What follows belongs to an exercise in optimizing a design on an open flow for small area, a short achievable clock period and few clock cycles per item; a production flow would make more cautious choices.
Where RTL was checked, it was by simulation tests only, not by an equivalence proof against the original.

==> flow/design.v (excerpt) <==
module qrow_decoder (
    input  wire         clk,
    input  wire         rst_n,
    input  wire         in_valid,
    output wire         in_ready,
    input  wire [127:0] in_bits,
    input  wire [7:0]   in_avail,
    output reg          out_valid,
    input  wire         out_ready,
    output reg          out_err,
    output reg  [6:0]   out_len,
    output reg          out_is_last,
    output reg          out_is_neighbor,
    output reg  [7:0]   out_qrow,
    output reg  [15:0]  out_hitmap,
    output wire [63:0]  out_tot
);
    wire [127:0] w;
    genvar g;
    generate
        for (g = 0; g < 128; g = g + 1) begin : g_rev
            assign w[g] = in_bits[127 - g];
        end
    endgenerate
    wire is_last = w[0];
    wire is_nb   = w[1];
    wire [29:0] v = is_nb ? w[31:2] : w[39:10];
    wire [7:0]  px0, px1;
    wire [3:0]  q0, q1;
    qrow_decoder_quadrow u_r0 (.b(v[15:2]), .px(px0), .l(q0));
    wire [3:0]  l0 = v[0] ? q0 : 4'd0;
    wire [13:0] b1 = v[29:2] >> l0;
  ...
Settings: LEC_CHECK=0, CAP_MARGIN=20, CORE_MARGIN=2, CORE_UTILIZATION=30, PLACE_DENSITY=0.35, SETUP_SLACK_MARGIN=0.3, SLEW_MARGIN=20; clock period 32.0 ns.
standard.sh (not shown) runs the stock make flow with config.mk's settings and CLKGATE_MAP_FILE= SYNTH_SCRIPT=/design/flow/synth_recipe.tcl, a recipe that flattens the netlist after the stock synthesis.
==> flow/flow/run.sh <==
#!/bin/bash
# The standard layout, with plain port buffers and setup repair aimed
# well inside the clock period (the clock and constraints are unchanged).
set -euo pipefail
bash standard.sh "SETUP_SLACK_MARGIN=17" "BUFFER_PORTS_ARGS=-buffer_cell sky130_fd_sc_hd__buf_2" finish > make_flow.log 2>&1
==> next run, changes <==
==> flow/flow/run.sh (replaced) <==
#!/bin/bash
# The standard layout, with plain port buffers and setup repair aimed
# well inside the clock period (the clock and constraints are unchanged).
set -euo pipefail
bash standard.sh "SETUP_SLACK_MARGIN=0.3" "BUFFER_PORTS_ARGS=-buffer_cell sky130_fd_sc_hd__buf_2" finish > make_flow.log 2>&1
=>
- die area does not change
- wire length falls by 6.6%
- core utilization falls by 7.7 points
- global-route usage falls by 1.5 points
- sequential share of layout area rises by 2.8 points
==> next run, changes <==
==> flow/run.sh (new file) <==
#!/bin/bash
# synth_recipe.tcl (not shown) runs the flow's synth.tcl, then flattens the netlist and writes it again
# the make line also repeats each setting of config.mk as NAME=value (left out here)
make -C /OpenROAD-flow-scripts/flow DESIGN_CONFIG=/design/flow/config.mk WORK_HOME=/design/flow/orfs CLKGATE_MAP_FILE= SYNTH_SCRIPT=/design/flow/synth_recipe.tcl finish
Settings changed: CAP_MARGIN 20 to 60, GPL_TIMING_DRIVEN set to 0, SLEW_MARGIN 20 to 60.
removed: flow/flow/run.sh
removed: flow/standard.sh
What happened: The changed run produced a clean layout; area after synthesis stays the same; non-clock buffer count goes up by 174; wire length climbs by a little under a tenth; final cell count climbs by a few percent; critical path depth came out higher by 5; global-route usage goes up by 2.4 points; via count is higher by a few percent; utilization rose by 3.5 points.
==> next run, changes <==
Settings changed: CAP_MARGIN 60 to 20, GPL_TIMING_DRIVEN 0 to unset, SLEW_MARGIN 60 to 20.
Effect: Setup slack degrades by 1.4 ns. Non-clock buffer count decreases by 176. Synthesized cell count does not change. Core utilization decreases by 1.8 points. Critical path depth decreases by 6. Area after synthesis is unchanged. Hold slack improves by 0.24 ns. Cell count decreases by about 5%.
Function was not checked in any run of this note: the RTL went through the layout flow alone.

========
qrow_decoder, a different RTL version from the one above (not shown whole).
For scale: roughly 3,300 cells after synthesis, ~140 flip-flops, roughly 240 I/O pins, ~19,000 um^2 of cells after synthesis.
// qrow_decoder
module qrow_decoder (
    input  wire         clk,
    input  wire         rst_n,
    input  wire         in_valid,
    output wire         in_ready,
    input  wire [127:0] in_bits,
    input  wire [7:0]   in_avail,
    output reg          out_valid,
    input  wire         out_ready,
    output wire         out_err,
    output wire [6:0]   out_len,
    output wire         out_is_last,
    output wire         out_is_neighbor,
    output wire [7:0]   out_qrow,
    output wire [15:0]  out_hitmap,
    output wire [63:0]  out_tot
);
Settings: LEC_CHECK=0, ABC_AREA=1, CAP_MARGIN=20, CORE_MARGIN=2, CORE_UTILIZATION=30, PLACE_DENSITY=0.35, SETUP_SLACK_MARGIN=0.3, SLEW_MARGIN=20; clock period 32.0 ns.
==> flow/flow/run.sh <==
#!/bin/bash
# The standard layout, with plain port buffers and setup repair aimed
# well inside the clock period (the clock and constraints are unchanged).
set -euo pipefail
bash standard.sh "SETUP_SLACK_MARGIN=18" "BUFFER_PORTS_ARGS=-buffer_cell sky130_fd_sc_hd__buf_2" finish > make_flow.log 2>&1
Next try:
ABC_AREA = unset   (was 1)
The changed run ran to the end with no violations.
Cell count is lower by about 20%.
First-iteration DRC count is lower by about 6%.
Hold slack is worse by 27 ps.
Synthesized cell count is lower by 30%.
Cell area is higher by about 12%.
Count of clock-buffer cells in the layout is unchanged.
Non-clock buffer count is higher by 20.
Global-route usage is lower by 0.27 points.
No functional check of the RTL was part of any run of this note.

========
Another version of the RTL of qrow_decoder (not shown whole).
Size in the first run: roughly 140 flip-flops, about 0.015 sq mm of cells after synthesis.
export LEC_CHECK = 0
export ABC_AREA = 1
export CAP_MARGIN = 20
export CORE_MARGIN = 2
export CORE_UTILIZATION = 30
export PLACE_DENSITY = 0.35
export SETUP_SLACK_MARGIN = 0.3
export SLEW_MARGIN = 20
create_clock -name core_clock -period 32.0 [get_ports {clk}]
==> flow/flow/run.sh <==
#!/bin/bash
# The standard layout, run with three changes that leave the clock and
# constraints as they are:
#  - synthesis maps the logic with an area-oriented ABC script (flops and
#    their names come out of Yosys exactly as in the standard synthesis);
#  - plain port buffers;
#  - setup repair aimed well inside the clock period.
# The make output goes to make_flow.log; each ORFS step keeps its own log
# under orfs/logs.
set -euo pipefail
W=$(pwd)
rm -rf "$W/scripts_area"
cp -r "$FLOW_HOME/scripts" "$W/scripts_area"
cat > "$W/scripts_area/abc_area.script" <<'EOA'
strash
dch
amap
EOA
bash standard.sh "SCRIPTS_DIR=$W/scripts_area" "SETUP_SLACK_MARGIN=19" "BUFFER_PORTS_ARGS=-buffer_cell sky130_fd_sc_hd__buf_2" finish > make_flow.log 2>&1
The baseline went through all stages and came out clean.
Testbench counts at the start, summed over its fixed seeds: cycles 24,008, items 24,000.
Then changed:
--- a/flow/flow/run.sh
+++ b/flow/flow/run.sh
@@ -15,2 +15,5 @@
 strash
+&get -n
+&deepsyn -T 60
+&put
 dch
@@ -18,2 +21,2 @@
 EOA
-bash standard.sh "SCRIPTS_DIR=$W/scripts_area" "SETUP_SLACK_MARGIN=19" "BUFFER_PORTS_ARGS=-buffer_cell sky130_fd_sc_hd__buf_2" finish > make_flow.log 2>&1
+bash standard.sh "SCRIPTS_DIR=$W/scripts_area" "SETUP_SLACK_MARGIN=19" "BUFFER_PORTS_ARGS=-buffer_cell sky130_fd_sc_hd__buf_1" finish > make_flow.log 2>&1
Settings changed: CAP_MARGIN 20 to 0, CORE_UTILIZATION 30 to 50, CTS_BUF_LIST set to sky130_fd_sc_hd__clkbuf_8, CTS_CLUSTER_SIZE set to 40, PLACE_DENSITY 0.35 to 0.6, SLEW_MARGIN 20 to 0.
- area after synthesis went down by 3.6%
- routed wire length went down by 15%
- register-to-register slack got worse by 0.43 ns
- die area went down by 42%
- flip-flop and latch count does not change
- cell area went down by 8.4%
- worst hold slack improved by 0.11 ns
- clock-buffer cell count stays the same
Then changed:
==> flow/flow/run.sh (replaced) <==
#!/bin/bash
# The standard layout, with plain port buffers and setup repair aimed
# well inside the clock period (the clock and constraints are unchanged).
# The make output goes to make_flow.log; each ORFS step keeps its own log
# under orfs/logs.
set -euo pipefail
bash standard.sh "SETUP_SLACK_MARGIN=18" "BUFFER_PORTS_ARGS=-buffer_cell sky130_fd_sc_hd__buf_2" finish > make_flow.log 2>&1
Settings changed: CAP_MARGIN 0 to 20, CORE_UTILIZATION 50 to 30, CTS_BUF_LIST sky130_fd_sc_hd__clkbuf_8 to unset, CTS_CLUSTER_SIZE 40 to unset, PLACE_DENSITY 0.6 to 0.35, SLEW_MARGIN 0 to 20.
Outcome: Global-route usage drops by 12 points. Design area climbs by about 16%. Synthesized area climbs by 26%. Routed wire length climbs by 36%. Cell count climbs by about 50%. Non-clock buffer count drops by 58. Clock skew climbs by 0.0060 ns. Utilization drops by 28 points.
Then changed:
==> flow/flow/run.sh (replaced) <==
#!/bin/bash
# The standard layout, run with three changes that leave the clock and
# constraints as they are:
#  - synthesis maps the logic with an area-oriented ABC script (flops and
#    their names come out of Yosys exactly as in the standard synthesis);
#  - plain port buffers;
#  - setup repair aimed well inside the clock period.
# The make output goes to make_flow.log; each ORFS step keeps its own log
# under orfs/logs.
set -euo pipefail
W=$(pwd)
rm -rf "$W/scripts_area"
cp -r "$FLOW_HOME/scripts" "$W/scripts_area"
cat > "$W/scripts_area/abc_area.script" <<'EOA'
strash
dch
amap
EOA
bash standard.sh "SCRIPTS_DIR=$W/scripts_area" "SETUP_SLACK_MARGIN=19" "BUFFER_PORTS_ARGS=-buffer_cell sky130_fd_sc_hd__buf_1" finish > make_flow.log 2>&1
Settings changed: CORE_UTILIZATION 30 to 50, CTS_BUF_LIST set to sky130_fd_sc_hd__clkbuf_8, CTS_CLUSTER_SIZE set to 40, PLACE_DENSITY 0.35 to 0.6.
The changed run finished with timing, DRC and antenna clean.
Die area shrinks by well over a third.
Clock-buffer cell count shrinks by 2.
Global-route usage grows by 11 points.
Area after synthesis shrinks by about a fifth.
Non-clock buffer count grows by 58.
Critical path depth does not change.
Synthesized cell count shrinks by well over a third.
Hold slack improved by 0.18 ns.
Design area shrinks by roughly a tenth.
Register-to-register slack improved by 0.40 ns.

==> static timing again, ports no longer ideal <==
Ports are ideal in the flow. The routed layouts listed here were re-timed in OpenROAD. Step 1 assumes that a clkbuf_16 drives the clock port and a buf_2 every other input. Step 2 adds t to the input delays and takes it off the output delays; t is the mean of the earliest and latest rising clock arrival at the registers after step 1. Input paths then give back, and output paths get back, about the clock's delay inside the block. Three values: no drivers, after step 1, after step 2; two values: the first two.
run | shift t [ns] | setup slack, ns | clock arrival spread, ns | pins driven straight from the clock port
the first run of note 1 | 0.414 | 16.839 / 16.843 / 16.429 | 0.020 / 0.020 | 1
the second run of note 1 | 0.419 | 11.977 / 12.008 / 11.589 | 0.023 / 0.023 | 1
the third run of note 1 | 0.423 | 13.571 / 13.597 / 13.173 | 0.017 / 0.017 | 1
the fourth run of note 1 | 0.420 | 12.212 / 12.239 / 11.818 | 0.024 / 0.025 | 1
the first run of note 2 | 0.528 | 18.197 / 18.135 / 18.663 | 0.032 / 0.033 | 1
the second run of note 2 | 0.523 | 18.187 / 18.125 / 17.832 | 0.029 / 0.028 | 1
the first run of note 3 | 0.516 | 18.826 / 18.786 / 18.668 | 0.039 / 0.039 | 1
the second run of note 3 | 0.514 | 18.810 / 18.775 / 18.743 | 0.014 / 0.015 | 1
the third run of note 3 | 0.522 | 18.786 / 18.768 / 18.768 | 0.023 / 0.023 | 1
the fourth run of note 3 | 0.525 | 18.816 / 18.778 / 18.698 | 0.022 / 0.022 | 1
After both steps setup and hold are still met in every run listed. For the first run of note 1, which loses most, drivers alone change the setup slack by +0.004 ns; drivers and shift together by -0.410 ns.
